What follows belongs to an exercise in optimizing a design on an open flow for small area, a short achievable clock period and few clock cycles per item; a production flow would make more cautious choices.
RTL that was checked went through simulation tests only; none was proved equivalent to the original.
Power is estimated from default activity; no workload was simulated.

## k2000_payload_codec
module k2000_payload_codec (
    input  wire        clk,
    input  wire        rst,
    input  wire        cmd_valid,
    output wire        cmd_ready,
    input  wire        cmd_dir,       
    input  wire [3:0]  cmd_n,         
    input  wire [20:0] cmd_size,      
    input  wire        in_valid,
    output wire        in_ready,
    input  wire [7:0]  in_data,
    input  wire        in_last,
    output wire        out_valid,
    input  wire        out_ready,
    output wire [7:0]  out_data,
    output wire        out_last,
    output wire        done,
    output wire [2:0]  status,
    output wire [23:0] info_a,
    output wire [23:0] info_b
);
export LEC_CHECK = 0
export CAP_MARGIN = 20
export CORE_MARGIN = 2
export CORE_UTILIZATION = 40
export SETUP_SLACK_MARGIN = 5
export SLEW_MARGIN = 20
create_clock -name core_clock -period 10.0 [get_ports {clk}]
standard.sh (not shown) runs the stock make flow with config.mk's settings and CLKGATE_MAP_FILE= SYNTH_SCRIPT=/design/flow/synth_recipe.tcl, a recipe that flattens the netlist after the stock synthesis.
==> flow/flow/run.sh <==
#!/bin/bash
# Standard ORFS layout with a tighter timing-repair target and single-drive
# port buffers. The clock period and SDC are the standard flow's own (constraint.sdc).
set -euo pipefail
bash standard.sh \
  "SETUP_SLACK_MARGIN=6.3" \
  "BUFFER_PORTS_ARGS=-buffer_cell sky130_fd_sc_hd__buf_2" \
  finish > standard.log 2>&1
Testbench counts at the start, summed over its fixed seeds: cycles 55,644, items 27,958.
Change:
--- a/flow/design.v
+++ b/flow/design.v
@@ -35,13 +35,12 @@
     reg         act;         
     reg         dir;
     reg         bad;
     reg  [2:0]  n;
     reg  [20:0] size;
     reg         padv;        
-    reg         p7s;         
     reg  [2:0]  pad;         
     reg  [20:0] rcnt;        
     reg         rz;          
     reg         r1;          
     reg  [23:0] kcnt;        
     reg  [23:0] xreg;        
@@ -79,14 +78,13 @@
             m7add = p ^ {c2, c1, c0};
         end
     endfunction
     wire [20:0] nsz  = ~cmd_size;
     wire [11:0] r7a  = {m7add(nsz[2:0], nsz[5:3]), m7add(nsz[8:6], nsz[11:9]),
                         m7add(nsz[14:12], nsz[17:15]), nsz[20:18]};
-    wire [5:0]  r7b  = {m7add(acc[11:9], acc[8:6]), m7add(acc[5:3], acc[2:0])};
-    wire [2:0]  r7   = m7add(acc[5:3], acc[2:0]);           
+    wire [2:0]  r7   = m7add(m7add(acc[11:9], acc[8:6]), m7add(acc[5:3], acc[2:0]));   
     wire [2:0]  pad7 = (r7 == 3'd7) ? 3'd0 : r7;
     wire [7:0]  nmask  = (8'd1 << n) - 8'd1;
     wire        adv    = !ov || out_ready;
     wire        take   = in_rdy && in_valid;
     wire        r2     = (rcnt == 21'd2);
     wire        dec    = run && !dir;
@@ -161,23 +159,23 @@
                 run    <= !cn_div;
                 dv     <= cn_div;
                 pre    <= cn_div;
                 act    <= !(cn_div || cn_7 || cn_bad);
                 in_rdy <= !(cn_div || cn_7) && (!cmd_dir || (cmd_size != 21'd0));
             end
-            if (run && !padv && p7s)
+            if (run && !padv)
                 act <= 1'b1;
             if (emit || e_cks)
                 ov <= 1'b1;
             else if (out_ready)
                 ov <= 1'b0;
             if (run) begin
                 if (dir)
-                    in_rdy <= (padv || p7s) && r_nz_n && (!act || e_room);
+                    in_rdy <= r_nz_n && (!act || e_room);
                 else
-                    in_rdy <= (padv || p7s) && !(take && in_last) && (!act || d_room);
+                    in_rdy <= !(take && in_last) && (!act || d_room);
             end
             if (d_end) begin
                 run <= 1'b0;
                 if (d_code == ST_OK) begin
                     if (rz && adv) begin
                         done_r <= 1'b1;
@@ -226,13 +224,12 @@
             bad      <= cn_bad;
             size     <= cmd_size;
             rcnt     <= cmd_size;
             rz       <= (cmd_size == 21'd0);
             r1       <= (cmd_size == 21'd1);
             padv     <= !(cn_div || cn_7);
-            p7s      <= !cn_7;
             pad      <= 3'd0;
             kcnt     <= 24'd0;
             xreg     <= 24'd0;
             ebyte    <= 8'd0;
             sum      <= 7'd0;
             acc      <= cn_div ? 15'd0 : {3'd0, r7a};
@@ -241,17 +238,13 @@
             over     <= 1'b0;
             mal      <= 1'b0;
             fresh    <= 1'b0;
             cks_sent <= 1'b0;
             st       <= ST_OK;
         end
-        if (run && !padv && !p7s) begin
-            p7s <= 1'b1;
-            acc <= {9'd0, r7b};
-        end
-        if (run && !padv && p7s) begin
+        if (run && !padv) begin
             padv <= 1'b1;
             pad  <= padx;
             acc  <= 15'd0;
             if (dir)
                 cnt <= {1'b0, padq};
         end
Effect:
- count of clock-buffer cells in the layout rises by 9
- first-iteration DRC count is higher by about a fifth
- worst setup slack gets worse by 0.053 ns
- sequential power shrinks slightly
- fmax is lower slightly
- power goes up by about a fifth
- area after synthesis is about the same
- utilization climbs by 0.37 points
- die area is about the same
Function not checked in the second run of this note: the RTL went through the layout flow alone.

-- what the ideal ports hide --
Ports are ideal in the flow. The routed layouts listed here were re-timed in OpenROAD. Step 1 assumes that a clkbuf_16 drives the clock port and a buf_2 every other input. Step 2 adds t to the input delays and takes it off the output delays; t is the mean of the earliest and latest rising clock arrival at the registers after step 1. Input paths then give back, and output paths get back, about the clock's delay inside the block. a / b / c = no drivers / after step 1 / after step 2; a / b = the first two.
| run | shift t [ns] | setup WS [ns] | slew at the worst register clock pin (ns) |
|---|---|---|---|
| the first run | 0.506 | 6.333 / 6.342 / 5.839 | 0.08 / 0.08 |
| the second run | 0.478 | 6.280 / 6.280 / 5.835 | 0.07 / 0.07 |
After both steps every run listed still meets setup and hold. For the first run, which loses most, drivers alone change the setup slack by +0.009 ns; drivers and shift together by -0.494 ns.
